What follows belongs to an exercise in optimizing a design on an open flow for small area, a short achievable clock period and few clock cycles per item; a production flow would make more cautious choices. The RTL was checked by simulation tests, not by an equivalence proof against the original design. Power figures rest on the tool's default switching activity, not on a simulated workload.

$ cat flow/config.mk
export PLATFORM = sky130hd
export DESIGN_NAME = shay_core
export DESIGN_NICKNAME = shay_core
export VERILOG_FILES = /design/flow/design.v
export SDC_FILE = /design/flow/constraint.sdc
export NUM_CORES = 4
export LEC_CHECK = 0
export CAP_MARGIN = 20
export CORE_MARGIN = 2
export CORE_UTILIZATION = 55
export CTS_CLUSTER_DIAMETER = 80
export CTS_CLUSTER_SIZE = 20
export PLACE_DENSITY = 0.7
export SLEW_MARGIN = 20
export SYNTH_HIERARCHICAL = 1
export SYNTH_MINIMUM_KEEP_SIZE = 0
$ cat flow/constraint.sdc
create_clock -name core_clock -period 15.0 [get_ports {clk}]
set_input_delay 3.0000 -clock core_clock [delete_from_list [all_inputs] [get_ports {clk}]]
set_output_delay 3.0000 -clock core_clock [all_outputs]
set_load 0.01 [all_outputs]
$ cat flow/design.v
module shay_core (
    input  wire        clk,
    input  wire        rst,
    input  wire        cmd_valid,
    output wire        cmd_ready,
    input  wire [15:0] cmd,
    output wire        rsp_valid,
    input  wire        rsp_ready,
    output wire        rsp_ok,
    output wire [31:0] rsp_data,
    output wire [20:0] status
);
    localparam [1:0] S_IDLE = 2'd0,
                     S_RUN  = 2'd1,
                     S_FOLD = 2'd2,
                     S_LOAD = 2'd3;
    localparam [1:0] M_ACTIVE = 2'd0,
                     M_DONE   = 2'd1,
                     M_ERROR  = 2'd2;
    localparam [1:0] C_ILLEGAL  = 2'd1,
                     C_SEQUENCE = 2'd2,
                     C_TOOLARGE = 2'd3;
    localparam [31:0] IV0 = 32'h243F6A88, IV1 = 32'hB7E15162, IV2 = 32'h6A09E667,
                      IV3 = 32'hBB67AE85, IV4 = 32'h3C6EF372;
    reg [31:0] h0, h1, h2, h3, h4;    
    reg [31:0] a, b, c, d, e;         
    reg [31:0] w [0:15];              
    reg [7:0]  bb [0:63];             
    reg [60:0] lenb;                  
    reg [5:0]  nblk;                  
    reg [1:0]  seq;
    reg [6:0]  rc;                    
    reg        pend;                  
    reg        fin2;                  
    reg        hold;                  
    reg [1:0]  mode;
    reg [1:0]  cause;
    reg [15:0] tval;
    reg        rspv;
    reg        rspok;
    reg [3:0]  widx;
    reg        hrd;                   
    reg        init_d;                
    reg        abs_d;                 
    reg [31:0] rspd;
    reg        rhex;                  
    reg [3:0]  rnv;                   
    wire [5:0] bp = lenb[5:0];        
    wire [2:0] gq = bp[5:3];          
    reg  busy_r;
    wire busy = busy_r;
    assign cmd_ready = !busy && !rst;
    assign rsp_valid = rspv;
    assign rsp_ok    = rspok;
    assign status    = {tval, cause, mode, busy};
    wire [3:0] op   = cmd[15:12];
    wire [3:0] rz   = cmd[11:8];
    wire [7:0] imm8 = cmd[7:0];
    wire rz0  = (rz == 4'd0);
    wire imm0 = (imm8 == 8'd0);
    wire is_init   = rz0 && (op == 4'h1) && imm0;
    wire is_absorb = rz0 && (op == 4'h2);
    wire is_final  = rz0 && (op == 4'h3) && imm0;
    wire is_rdhex  = rz0 && (op == 4'h4) && (imm8 <= 8'd103);
    wire is_rdh    = rz0 && (op == 4'h5) && (imm8 <= 8'd12);
    wire is_legal  = is_init || is_absorb || is_final || is_rdhex || is_rdh;
    wire accept = cmd_valid && cmd_ready;
    wire in_error   = (mode == M_ERROR);
    wire m_active   = (mode == M_ACTIVE);
    wire m_done     = (mode == M_DONE);
    wire abs_ok     = m_active && !(&lenb);    
    wire flt_illeg  = !is_legal;
    wire flt_seq    = ((is_absorb || is_final) && m_done) || (is_rdhex && m_active);
    wire [1:0] fault_cause = flt_illeg ? C_ILLEGAL : (flt_seq ? C_SEQUENCE : C_TOOLARGE);
    wire go        = accept && !in_error;
    wire do_init   = go && is_init;
    wire do_absorb = go && abs_ok && is_absorb;
    wire do_final  = go && m_active && is_final;
    wire do_rdhex  = go && m_done && is_rdhex;
    wire do_rdh    = go && is_rdh;
    wire do_cmd    = do_init || do_absorb || do_final || do_rdhex || do_rdh;
    wire fault     = go && !do_cmd;
    wire       rel_rdh = hold && !pend && (seq == S_IDLE);    
    wire       op_hex  = !rel_rdh && (op == 4'h4);
    wire [3:0] sidx    = rel_rdh ? widx : (op_hex ? {1'b0, imm8[6:3]} : imm8[3:0]);
    wire       rsp_g   = rel_rdh || do_rdh || do_rdhex;
    reg [31:0] ivk;
    always @(*) begin
        case (sidx)
            4'd5:    ivk = 32'hB17217F7;
            4'd6:    ivk = 32'h193EA7AA;
            4'd7:    ivk = 32'h9C041F7E;
            4'd8:    ivk = 32'h9E3779B9;
            4'd9:    ivk = 32'hC5BF891B;
            4'd10:   ivk = 32'hE2DFC48D;
            4'd11:   ivk = 32'h544FA6D4;
            default: ivk = 32'h52C72113;
        endcase
    end
    reg [31:0] hword;
    always @(*) begin
        case (sidx)
            4'd0:    hword = h0;
            4'd1:    hword = h1;
            4'd2:    hword = h2;
            4'd3:    hword = h3;
            4'd4:    hword = h4;
            default: hword = ivk << nblk;
        endcase
    end
    wire [31:0] rsp_val = hword & {32{rsp_g}};
    wire [3:0]  nib_val = hword[(7 - imm8[2:0]) * 4 +: 4];
    wire [3:0] hex_nib  = rnv;
    wire [7:0] hex_char = (hex_nib <= 4'd9) ? (8'h30 + {4'd0, hex_nib})
                                            : (8'h57 + {4'd0, hex_nib});
    assign rsp_data = rhex ? {24'd0, hex_char} : rspd;
    function [31:0] mix_5_7(input [31:0] n);
        mix_5_7 = {n[26:0], n[31:27]} | (n >> 7) | (n << 7);
    endfunction
    function [31:0] mix_30_2(input [31:0] n);
        mix_30_2 = {n[1:0], n[31:2]} | (n >> 2) | (n << 2);
    endfunction
    function [31:0] mix_1_3(input [31:0] n);
        mix_1_3 = {n[30:0], n[31]} | (n >> 3) | (n << 3);
    endfunction
    function [31:0] fsel(input p1, input p2, input [31:0] x, input [31:0] y, input [31:0] z);
        fsel = p1 ? ((x & y) | (~x & z)) :
               p2 ? (x ^ y ^ z) :
                    ((x & y) | (x & z) | (y & z));
    endfunction
    function [31:0] kconst(input [6:0] r, input lsb);
        kconst = ((r < 7'd40) ? 32'h5A827999 : (r < 7'd80) ? 32'h6ED9EBA1 : 32'h8F1BBCDC)
                 + {24'd0, r, lsb};
    endfunction
    reg ph1, ph2;
    always @(posedge clk) begin
        if (seq == S_RUN) begin
            ph1 <= (rc < 7'd39);
            ph2 <= (rc >= 7'd39) && (rc < 7'd79);
        end else begin
            ph1 <= 1'b1;
            ph2 <= 1'b0;
        end
    end
    reg  [31:0] p;
    reg  [31:0] k1;                   
    reg  [31:0] kp;                   
    wire [31:0] ma  = mix_5_7(a);
    wire [31:0] mb  = mix_30_2(b);
    wire [31:0] mc  = mix_30_2(a);
    wire [31:0] t0;
    shay_add32 u_add_t0 (.x(ma), .y(p), .s(t0));
    wire [31:0] f1  = fsel(ph1, ph2, a, mb, c);
    wire [31:0] s1  = f1 ^ d ^ k1;
    wire [31:0] c1  = ((f1 & d) | (f1 & k1) | (d & k1)) << 1;
    wire [31:0] s2  = s1 ^ c1 ^ w[1];
    wire [31:0] c2  = ((s1 & c1) | (s1 & w[1]) | (c1 & w[1])) << 1;
    wire [31:0] m0  = mix_5_7(t0);
    wire [31:0] s3  = s2 ^ c2 ^ m0;
    wire [31:0] c3  = ((s2 & c2) | (s2 & m0) | (c2 & m0)) << 1;
    wire [31:0] t1;
    shay_add32 u_add_t1 (.x(s3), .y(c3), .s(t1));
    wire        run = (seq == S_RUN);
    wire        np1 = run ? (rc < 7'd39) : 1'b1;
    wire        np2 = run && (rc >= 7'd39) && (rc < 7'd79);
    wire [31:0] pf  = run ? fsel(np1, np2, t0, mc, mb) : fsel(1'b1, 1'b0, b, c, d);
    wire [31:0] pe  = run ? c : e;
    wire [31:0] pw  = run ? w[2] : {bb[0], bb[1], bb[2], bb[3]};
    wire [31:0] pk  = run ? kp : 32'h5A827999;
    wire [31:0] ps1 = pe ^ pw ^ pk;
    wire [31:0] pc1 = ((pe & pw) | (pe & pk) | (pw & pk)) << 1;
    wire [31:0] ps2 = ps1 ^ pc1 ^ pf;
    wire [31:0] pc2 = ((ps1 & pc1) | (ps1 & pf) | (pc1 & pf)) << 1;
    wire [31:0] pn;
    shay_add32 u_add_p (.x(ps2), .y(pc2), .s(pn));
    always @(posedge clk) begin
        p  <= pn;
        k1 <= run ? kconst(rc + 7'd1, 1'b1) : 32'h5A82799A;
        kp <= run ? kconst(rc + 7'd2, 1'b0) : 32'h5A82799B;
    end
    wire [31:0] fsum = h0 + a;
    wire [31:0] wn0 = mix_1_3(w[13] ^ w[8] ^ w[2] ^ w[0]);
    wire [31:0] wn1 = mix_1_3(w[14] ^ w[9] ^ w[3] ^ w[1]);
    integer i;
    genvar g;
    always @(posedge clk) begin
        if (run) begin
            for (i = 0; i < 14; i = i + 1)
                w[i] <= w[i + 2];
            w[14] <= wn0;
            w[15] <= wn1;
        end else begin
            for (i = 0; i < 16; i = i + 1)
                w[i] <= {bb[4*i], bb[4*i+1], bb[4*i+2], bb[4*i+3]};
        end
    end
    wire [63:0] len   = {lenb, 3'b000};
    wire        load  = (seq == S_LOAD);
    wire        lenb2 = load && fin2;           
    generate
        for (g = 0; g < 64; g = g + 1) begin : g_bb
            wire [7:0] lbyte = (g >= 56) ? len[(63 - g) * 8 +: 8] : 8'h00;
            wire [7:0] pbyte = (g == bp) ? 8'h80 : ((gq != 3'd7) ? lbyte : 8'h00);
            wire [7:0] dbyte = lenb2 ? lbyte : (op[0] ? pbyte : imm8);
            wire       we    = lenb2 || (do_absorb && (bp == g)) || (do_final && (g >= bp));
            always @(posedge clk)
                if (we)
                    bb[g] <= dbyte;
        end
    endgenerate
    wire start_blk = (do_absorb && (bp == 6'd63)) || do_final;
    reg rspv_n, hold_n, pend_n;
    always @(*) begin
        rspv_n = rspv;
        hold_n = hold;
        pend_n = pend;
        if (rspv && rsp_ready)
            rspv_n = 1'b0;
        if (seq == S_LOAD)
            pend_n = fin2;
        if (seq == S_FOLD && rc[2] && hold && !pend && !hrd) begin
            hold_n = 1'b0;
            rspv_n = 1'b1;
        end
        if (rel_rdh) begin
            hold_n = 1'b0;
            rspv_n = 1'b1;
        end
        if (accept) begin
            rspv_n = 1'b1;
            if (start_blk)
                pend_n = 1'b1;
            if (do_final || (do_rdh && seq != S_IDLE)) begin
                rspv_n = 1'b0;
                hold_n = 1'b1;
            end
        end
        if (rst) begin
            rspv_n = 1'b0;
            hold_n = 1'b0;
            pend_n = 1'b0;
        end
    end
    always @(posedge clk)
        busy_r <= rspv_n || hold_n || pend_n;
    always @(posedge clk) begin
        if (rst) begin
            h0 <= IV0; h1 <= IV1; h2 <= IV2; h3 <= IV3; h4 <= IV4;
            a  <= IV0; b  <= IV1; c  <= IV2; d  <= IV3; e  <= IV4;
            lenb  <= 61'd0;
            nblk  <= 6'd0;
            seq   <= S_IDLE;
            rc    <= 7'd0;
            pend  <= 1'b0;
            fin2  <= 1'b0;
            hold  <= 1'b0;
            mode  <= M_ACTIVE;
            cause <= 2'd0;
            tval  <= 16'd0;
            rspv  <= 1'b0;
            rspok <= 1'b0;
            widx  <= 4'd0;
            hrd   <= 1'b0;
            init_d <= 1'b0;
            abs_d  <= 1'b0;
            rspd  <= 32'd0;
            rhex  <= 1'b0;
            rnv   <= 4'd0;
        end else begin
            if (rspv && rsp_ready)
                rspv <= 1'b0;
            case (seq)
                S_IDLE: begin
                    if (pend)
                        seq <= S_LOAD;
                end
                S_LOAD: begin
                    seq  <= S_RUN;
                    rc   <= 7'd0;
                    pend <= fin2;
                    fin2 <= 1'b0;
                end
                S_RUN: begin
                    a <= t1;
                    b <= t0;
                    c <= mc;
                    d <= mb;
                    e <= c;
                    if (rc == 7'd119) begin
                        seq <= S_FOLD;
                        rc  <= 7'd0;
                    end else
                        rc <= rc + 7'd1;
                end
                default: begin  
                    h0 <= h1; h1 <= h2; h2 <= h3; h3 <= h4; h4 <= fsum;
                    a  <= b;  b  <= c;  c  <= d;  d  <= e;  e  <= fsum;
                    rc <= rc + 7'd1;
                    if (rc[2]) begin
                        if (!nblk[5])
                            nblk <= nblk + 6'd1;
                        seq <= pend ? S_LOAD : S_IDLE;
                        if (hold && !pend && !hrd) begin
                            hold <= 1'b0;
                            rspv <= 1'b1;
                        end
                    end
                end
            endcase
            if (rel_rdh) begin
                hold <= 1'b0;
                rspv <= 1'b1;
                rspd <= rsp_val;
                rhex <= 1'b0;
            end
            if (accept) begin
                rspd  <= rsp_val;
                rhex  <= do_rdhex;
                rnv   <= nib_val;
                rspv  <= 1'b1;
                rspok <= do_cmd;
                widx  <= imm8[3:0];
                if (fault) begin
                    mode  <= M_ERROR;
                    cause <= fault_cause;
                    tval  <= cmd;
                end
                if (do_init) begin
                    mode   <= M_ACTIVE;
                    init_d <= 1'b1;
                end
                if (do_absorb)
                    abs_d <= 1'b1;
                if (start_blk) begin
                    pend <= 1'b1;
                    if (seq == S_IDLE)
                        seq <= S_LOAD;
                end
                if (do_final) begin
                    mode <= M_DONE;
                    fin2 <= (gq == 3'd7);
                end
                if (do_final || (do_rdh && seq != S_IDLE)) begin
                    rspv <= 1'b0;
                    hold <= 1'b1;
                    hrd  <= do_rdh;
                end
            end
            if (init_d) begin
                h0 <= IV0; h1 <= IV1; h2 <= IV2; h3 <= IV3; h4 <= IV4;
                a  <= IV0; b  <= IV1; c  <= IV2; d  <= IV3; e  <= IV4;
                lenb   <= 61'd0;
                nblk   <= 6'd0;
                seq    <= S_IDLE;
                init_d <= 1'b0;
            end
            if (abs_d) begin
                lenb  <= lenb + 61'd1;
                abs_d <= 1'b0;
            end
        end
    end
endmodule
module shay_add32 (
    input  wire [31:0] x,
    input  wire [31:0] y,
    output wire [31:0] s
);
    assign s = x + y;
endmodule
$ cat flow/flow/run.sh
#!/bin/bash
# Standard ORFS layout (standard.sh) with a tighter setup repair target:
# repair_timing aims for 8.5 ns of setup slack at the design's 15 ns clock.
set -euo pipefail
bash standard.sh SETUP_SLACK_MARGIN=8.5 finish > flow_standard.log 2>&1
$ cat flow/standard.sh
#!/bin/bash
# synth_recipe.tcl (not shown) runs the flow's synth.tcl, then flattens the netlist and writes it again
# the make line also repeats each setting of config.mk as NAME=value (left out here)
make -C /OpenROAD-flow-scripts/flow DESIGN_CONFIG=/design/flow/config.mk WORK_HOME=/design/flow/orfs CLKGATE_MAP_FILE= SYNTH_SCRIPT=/design/flow/synth_recipe.tcl "${@:-finish}"
==> results of run 1 <==
report_power, final:
group          switching [uW]  total (uW)  internal, uW
registers                6.47        4380          4380
logic                     256         361           105
clock network            1590        2940          1350
total                    1860        7680          5830
layout by cell type (no fill, tap or decap), drive strengths merged, types with 128 or more instances in the layout:
master	n
fa	215
xnor2	196
o211ai	210
inv	403
xor2	128
nand3	166
nor2	602
o21ai	444
a21oi	399
buf	230
clkbuf	152
mux2	477
nand2	789
dfxtp	1056
mux2i	339
ha	154
edfxtp	512
Yosys cell counts, types with 17 or more instances:
library cell	number	share of area (%)
sky130_fd_sc_hd__dfxtp_1	1056	27
sky130_fd_sc_hd__nand2_1	789	3.8
sky130_fd_sc_hd__nor2_1	601	2.9
sky130_fd_sc_hd__edfxtp_1	512	20
sky130_fd_sc_hd__mux2_2	477	6.8
sky130_fd_sc_hd__o21ai_0	431	2.7
sky130_fd_sc_hd__inv_1	402	1.9
sky130_fd_sc_hd__a21oi_1	398	2.5
sky130_fd_sc_hd__clkbuf_1	351	1.7
sky130_fd_sc_hd__mux2i_1	337	4.3
sky130_fd_sc_hd__fa_1	215	5.5
sky130_fd_sc_hd__o211ai_1	210	2.0
sky130_fd_sc_hd__xnor2_1	196	2.2
sky130_fd_sc_hd__nand3_1	166	1.1
sky130_fd_sc_hd__ha_1	154	2.4
sky130_fd_sc_hd__xor2_1	128	1.4
sky130_fd_sc_hd__nor3_1	84	0.53
sky130_fd_sc_hd__a211oi_1	81	0.77
sky130_fd_sc_hd__a21o_1	74	0.71
sky130_fd_sc_hd__nand2b_1	66	0.52
sky130_fd_sc_hd__nor2b_1	56	0.45
sky130_fd_sc_hd__buf_1	51	0.24
sky130_fd_sc_hd__a31oi_1	49	0.39
sky130_fd_sc_hd__and2_1	46	0.37
sky130_fd_sc_hd__a22oi_1	42	0.40
sky130_fd_sc_hd__or3_1	39	0.31
sky130_fd_sc_hd__o32a_1	38	0.48
sky130_fd_sc_hd__or2_2	36	0.29
sky130_fd_sc_hd__and3_1	34	0.27
sky130_fd_sc_hd__o21a_1	34	0.32
sky130_fd_sc_hd__nand4_1	33	0.26
sky130_fd_sc_hd__o31ai_1	26	0.25
sky130_fd_sc_hd__buf_2	22	0.14
sky130_fd_sc_hd__o22ai_1	20	0.16
sky130_fd_sc_hd__and4_1	19	0.21
sky130_fd_sc_hd__a211o_1	18	0.20
sky130_fd_sc_hd__o21bai_1	17	0.16
state kept, by name (all words and copies together) (netlist names), 4 cells and up:
signal / cells
bb: 512
w: 512
tval: 16
p: 32
lenb: 61
h3: 32
kp: 22
h4: 32
c: 32
rspd: 32
e: 32
k1: 22
h2: 32
nblk: 6
rc: 7
h1: 32
widx: 4
h0: 32
rnv: 4
d: 32
b: 32
a: 32
worst max path at each step:
stage	from	end	slack (ps)	depth (start not counted)
2_1_floorplan	rst	cmd_ready	8790	1
5_1_grt	cmd[12]	rnv[1]$_SDFFE_PP0P_	8440	16
3_5_place_dp	cmd[12]	rnv[3]$_SDFFE_PP0P_	7080	14
3_3_place_gp	cmd[12]	rnv[3]$_SDFFE_PP0P_	7120	14
6_report	cmd[9]	bb[8][5]$_SDFFCE_PP0P_	8480	8
4_1_cts	rst	cmd_ready	8400	3
cells by family after synthesis:
group / Yosys count / synth area share (%)
adders and majority gates: 369 / 7.915
other: 2 / 0.009540
xor gates and xnor gates: 325 / 3.635
and+or+nand+nor: 2061 / 11.85
DFF: 1568 / 46.38
buffers and inverters: 851 / 4.317
muxes: 818 / 11.21
AOI/OAI and AO/OA: 1735 / 14.67
timing repair:
| item | in CTS | in global routing |
|---|---|---|
| endpoints found under the hold margin | 0 | 0 |
| setup endpoints to repair | 77 | 48 |
| cloned | 3 | 1 |
| pin swaps | 5 | 21 |
| resized for setup | 88 | 137 |
| buffers inserted | 24 | 37 |
worst max-delay path: cells and delay by family:
kind,cells,cell delay [ps]
and+or+nand+nor,5,2010
AOI/OAI and AO/OA,2,1440
buffers and inverters,1,420
modules after synthesis (local to each module, per instance):
module,cells,times used
shay_core,6904,1
shay_add32,275,3
per-stage QoR:
| step | cells | worst slack (ps) | utilization (%) |
|---|---|---|---|
| floorplan | 7735 | 8794 | - |
| global placement | 9417 | 7122 | 57.41 |
| detailed placement | 9418 | 7080 | 57.44 |
| CTS | 9633 | 8405 | 60.12 |
| global route | 9674 | 8438 | 60.79 |
| finish | 9679 | 8479 | 60.80 |
final cells by class:
cell class	count	area, sq um
Fill cell	11880	55570
Clock inverter	39	539.3
Timing Repair Buffer	307	2705
Clock buffer	149	2739
Tap cell	1890	2365
Sequential cell	1568	36570
Antenna cell	5	12.51
Inverter	404	1577
Multi-Input combinational cell	5317	39680
per-layer routing:
metal  part of all wire (%)  vias up  GRT usage [%]
met4                    6.2       10          18.80
met2                     43     3020          55.57
met1                     42    30590          51.33
li1                       -    27470              -
met3                    8.7      604          6.405
met5                  0.026        -              0
==> metrics.yaml, run 1 <==
finalWorstPathRequiredPeriod_ps: 6521
timing.critical_path.required_ps: 15360
r2r_setup_slack_ps: 8530
holdPathEnd: "w[5][7]$_DFF_P_"
worst_r2r_startpoint: "a[8]$_SDFFE_PP0N_"
hold_path.startpoint: "w[7][7]$_DFF_P_"
worstSkewPairLatency_ps: 760
period_share_pct: 43.47
drv.max_cap_violation_count: 0
pin_count_of_the_biggest_net_entering_global_routing: 153
ant_nets: 0
route.final.wire_length_um: 277600
die_width_um: 382.3
vias: 61700
cts_tree: "yes"
leakage_uw: 0.03138
actual_slew_at_the_worst_max_slew_pin_ps: 1316
routabilityCongestion: 1.017
crit_path_capture_type: "flop"
cpPeakStageDelay_ps: 990
drt_first_pass_iters: 7
cts.reportedPaths.clkPinSlew_ps: 80
power-per-cell-area_nw_per_um2: 89.14
r2r_cells: 21
avgViaCountPerCell: 6.374
critical_path_peak_fanout: 8
yosys_register_bits: 1568
vdd_ir_drop_max_v: 0.0001255
finClkSkew_ps: 35.21
post_synth_num_cell_types: 115
first_global_vias: 57120
globalRouteOverflowTotal: 0
setup_total_negative_slack_ps: 0
portBuffers: 75
drc: 0
antenna_found_initial: 14
postCtsHoldBufs: 0
max_freq_ghz: 0.1533
design.portCount: 76
slew_violations: 0
postSynthCellCount: 7729
total_power_uw: 7682
initial_utilization_pct: 55.53
hold_ws_ps: 452.8
critPathKind: "input pin to flop"
async_reset_ff_share_pct: 0
timing.critical_path.cells: "clkdlybuf4s50_1 > nor4_1 > nor4b_1 > nand2_1 > a31o_2 > nand2_1 > nand2_1 > o211ai_1"
run_status: "timing/DRC/antenna clean"
rr_endpoint: "a[29]$_SDFFE_PP1N_"
synth_edf_count: 512
layout-drive-gt1-share_pct: 14.50
numCtsBuffers: 102
synthesis.yosys.warnings: 9
worst_hold_path_type: "flop to flop"
layout-area-overhead-vs-synth_pct: 9.479
grt_use_total_pct: 36.95
setup_viol: 0
first_pass_grt_wire_length_um: 398200
cpMostUsedCell: "sky130_fd_sc_hd__nand2_1"
clock_tree.htree_level_count: 3
rsz0062_at_grt: "true"
sum_of_net_half_perimeters_after_detailed_placement_um: 202600
die_area_sq_um: 146200
maxSlewHeadroom_pct: 11.09
drt_iter0_markers: 7227
clock_sinks: 1568
post-route-cell-area_sq_um: 86180
hold_violations: 0
worst_setup_path_start_kind: "input pin"
die_h_um: 382.3
synthesis.area_per_instance_sq_um: 10.19
postSynth.topFlopCell: "sky130_fd_sc_hd__dfxtp_1"
worst_hold_path.num_cells: 1
finalNetCount: 8089
cts_root_buffer: "sky130_fd_sc_hd__clkbuf_16"
floorplan.rows: 138
worst_ep_arrival_time_ps: 6880
placement.cell_area_sq_um: 81420
crit_slowest_cell: "sky130_fd_sc_hd__o211ai_1"
synthesis.area_sq_um: 78720
synth_seq_area_share_pct: 46.38
core_area_sq_um: 141800
average_wire_per_cell_in_the_routed_design_um: 28.68
cts_buffer_depth: 3
Testbench counts, summed over its fixed seeds: cycles 42,822, bytes 13,260.
==> inputs of run 2 (changes only) <==
--- a/flow/config.mk
+++ b/flow/config.mk
@@ -8,8 +8,8 @@
 export CAP_MARGIN = 20
 export CORE_MARGIN = 2
-export CORE_UTILIZATION = 55
-export CTS_CLUSTER_DIAMETER = 80
-export CTS_CLUSTER_SIZE = 20
-export PLACE_DENSITY = 0.7
+export CORE_UTILIZATION = 65
+export CTS_CLUSTER_DIAMETER = 90
+export CTS_CLUSTER_SIZE = 25
+export PLACE_DENSITY = 0.8
 export SLEW_MARGIN = 20
 export SYNTH_HIERARCHICAL = 1
==> metrics.yaml, run 2 <==
reg_top3: "bb (512), w (512), lenb (61)"
routabilityCongestion: 1.035  # +1.8%
worst_ep_arrival_time_ps: 7090  # +210 ps
hold_path.startpoint: "w[12][23]$_DFF_P_"
layout-area-overhead-vs-synth_pct: 7.575
drt_first_pass_iters: 9  # +2
setup_total_negative_slack_ps: 0  # unchanged
cpPeakStageDelay_ps: 470  # -520 ps
period_share_pct: 43.14  # -0.33 points
floorplan.rows: 127  # -8.0%
crit_slowest_cell: "sky130_fd_sc_hd__a221oi_4"
drv.max_cap_violation_count: 0  # unchanged
rsz0062_at_grt: "true"
route.final.wire_length_um: 273200  # -1.6%
vdd_ir_drop_max_v: 0.0001572  # +25%
netlist.area_leader.share_pct: 26.85  # unchanged
ant_nets: 0  # unchanged
worst_setup_path_start_kind: "input pin"
endpoint: "rnv[3]$_SDFFE_PP0P_"
synthesis.area_per_instance_sq_um: 10.19  # unchanged
yosys_register_bits: 1568  # unchanged
worst_hold_path.num_cells: 1  # unchanged
finalCoreUtilization_pct: 70.59  # +9.8 points
most-common-layout-cells: "1029 x sky130_fd_sc_hd__dfxtp_1, 784 x sky130_fd_sc_hd__nand2_1, 595 x sky130_fd_sc_hd__nor2_1"
cts_buffer_depth: 3  # unchanged
die_area_sq_um: 123900  # -15%
cts.reportedPaths.clkPinSlew_ps: 100  # +20 ps
clock_sinks: 1568  # unchanged
actual_slew_at_the_worst_max_slew_pin_ps: 1259  # -57.17 ps
power-per-cell-area_nw_per_um2: 85.29  # -4.3%
mostFrequentLayoutCell: "sky130_fd_sc_hd__dfxtp_1"
worst_hold_path_type: "flop to flop"
total_power_uw: 7223  # -6.0%
antenna_found_initial: 15  # +1
run_status: "timing/DRC/antenna clean"
synthesis.area_sq_um: 78720  # unchanged
timing.critical_path.cells: "clkdlybuf4s50_1 > buf_6 > nor4b_4 > buf_2 > buf_4 > mux2_2 > o21ai_0 > buf_4 > a21oi_1 > a221oi_4 > buf_4 > inv_1 > mux4_2 > o211ai_1 > nand3_1 > a21oi_2 > o41ai_1"
die_width_um: 352.0  # -7.9%
yosysMostFrequentCell: "sky130_fd_sc_hd__dfxtp_1"
critical-path-top-delay-family: "buffers and inverters"
r2r_cells: 22  # +4.8%
clock_tree.htree_level_count: 3  # unchanged
synth_seq_area_share_pct: 46.38  # unchanged
setup_viol: 0  # unchanged
hold_violations: 0  # unchanged
die_h_um: 352.0  # -7.9%
synth.top_cells.by_area: "sky130_fd_sc_hd__dfxtp_1 27%, sky130_fd_sc_hd__edfxtp_1 20%, sky130_fd_sc_hd__mux2_2 6.8%"
cts_root_buffer: "sky130_fd_sc_hd__clkbuf_16"
worstSkewPairLatency_ps: 750  # about the same
first_global_vias: 58980  # +3.3%
cts_tree: "yes"
async_reset_ff_share_pct: 0  # unchanged
r2r_setup_slack_ps: 8610  # +80 ps
pin_count_of_the_biggest_net_entering_global_routing: 219  # +43%
finalWorstPathRequiredPeriod_ps: 6471  # -50.18 ps
drt_iter0_markers: 9054  # +25%
sum_of_net_half_perimeters_after_detailed_placement_um: 197300  # -2.6%
postCtsHoldBufs: 0  # unchanged
critPathKind: "input pin to flop"
portBuffers: 75  # unchanged
vias: 62370  # +1.1%
synth_top_cell_by_area: "sky130_fd_sc_hd__dfxtp_1"
post_synth_num_cell_types: 115  # unchanged
first_pass_grt_wire_length_um: 396400  # -0.46%
rr_endpoint: "p[30]$_DFF_P_"
postSynthCellCount: 7729  # unchanged
globalRouteOverflowTotal: 0  # unchanged
core_area_sq_um: 120000  # -15%
worst_r2r_startpoint: "a[6]$_SDFFE_PP0N_"
finClkSkew_ps: 52.29  # +17.08 ps
initial_utilization_pct: 65.62  # +10 points
slew_violations: 0  # unchanged
grt_use_total_pct: 42.95  # +6.0 points
worst-path-buf-inv: 7  # +6
finalNetCount: 8050  # -0.48%
synthesis.yosys.warnings: 9  # unchanged
drc: 0  # unchanged
timing.critical_path.required_ps: 15620  # +260 ps
max_freq_ghz: 0.1545  # +0.78%
leakage_uw: 0.03091  # -1.5%
synth_common_cells: "1056 x sky130_fd_sc_hd__dfxtp_1, 789 x sky130_fd_sc_hd__nand2_1, 601 x sky130_fd_sc_hd__nor2_1"
layout-drive-gt1-share_pct: 13.63  # -0.87 points
crit_path_capture_type: "flop"
setup.worst_path.start: "cmd[12]"
postSynth.topFlopCell: "sky130_fd_sc_hd__dfxtp_1"
avgViaCountPerCell: 6.680  # +4.8%
numCtsBuffers: 77  # -25%
design.portCount: 76  # unchanged
maxSlewHeadroom_pct: 14.96  # +3.9 points
critical_path_depth: 17  # +9
cpMostUsedCell: "sky130_fd_sc_hd__buf_4"
synth_edf_count: 512  # unchanged
critical_path_peak_fanout: 15  # +7
average_wire_per_cell_in_the_routed_design_um: 29.27  # +2.1%
fill_cells: 8707  # -27%
## run 2: metal layers
metal / GRT usage, % / share of wire [%] / up-vias
li1: - / - / 27300
met1: 57.14 / 38 / 30440
met2: 63.82 / 43 / 3815
met3: 10.15 / 11 / 803
met4: 26.01 / 7.3 / 14
met5: 0 / 0.035 / -
## run 2: where the power goes
part	total (uW)	switching, uW	internal, uW
logic	347	247	99.6
clock network	2490	1450	1040
registers	4380	7.32	4380
## run 2: worst min-delay path by stage
stage	end	slack, ps
after CTS	w[13][4]$_DFF_P_	460
after global routing	w[10][23]$_DFF_P_	460
after detailed placement	w[8][8]$_DFF_P_	440
after global placement	w[9][31]$_DFF_P_	430
final	w[10][23]$_DFF_P_	450
after floorplan	rspd[18]$_SDFFE_PP0P_	430
## run 2: cell type report
class	instances	area, sq um	area share, %
multi-input combinational	5317	39510	46.66
antenna	8	20.02	0.02364
timing repair buffer	293	2569	3.033
tap	1612	2017	2.382
inverter	404	1573	1.857
clock inverter	23	360.3	0.4255
clock buffer	112	2058	2.430
sequential	1568	36570	43.19
## run 2: kinds of logic after synthesis
group	after synthesis	synth area share (%)
simple gates	2061	11.85
compound gates	1735	14.67
other cells	2	0.009540
buf+inv	851	4.317
mux	818	11.21
fa+ha+maj	369	7.915
flops	1568	46.38
xor+xnor	325	3.635
## run 2: timing repair
| item | in CTS | in global routing |
|---|---|---|
| endpoints found under the hold margin | 0 | 0 |
| setup endpoints to repair | 57 | 45 |
| buffers inserted | 26 | 31 |
| pin swaps | 6 | 20 |
| gates cloned | 3 | 0 |
| gates resized for setup | 86 | 116 |
## run 2: modules after synthesis, one instance, submodules excluded
module / times used / cell area [sq um]
shay_add32: 3 / 2046
shay_core: 1 / 72580
## run 2: metrics by stage
step / setup WS, ps / hold WS [ps] / cells / area, sq um
after floorplan: 8794 / 431.8 / 7735 / 78740
after global placement: 7329 / 434.9 / 9129 / 80960
after detailed placement: 7263 / 439.7 / 9130 / 80990
after CTS: 8500 / 459.6 / 9294 / 83930
after global routing: 8435 / 463.5 / 9329 / 84670
final: 8529 / 448.7 / 9337 / 84690

static timing again, ports no longer ideal:
The results above use ideal ports. As a check the final layouts listed here were re-extracted and re-timed, cells and wires unchanged. Step 1, drivers: a clkbuf_16 drives clk and a buf_2 each remaining input, both assumed. Step 2 times the ports against the registers' clock, not the clock port: input delays grow and output delays shrink by t, the midpoint of the rising clock arrivals with the driver on. a / b / c = ideal / step 1 / step 2; a / b = the first two.
run	t, ns	slack for setup (ns)	worst setup path after step 2
run 1	0.828	8.479 / 8.481 / 7.707	input to register
run 2	0.806	8.529 / 8.578 / 7.779	input to register
After both steps setup and hold are still met in every run listed. The setup slack of run 1, which loses most, moves by +0.002 ns with the drivers and by -0.772 ns with both steps.
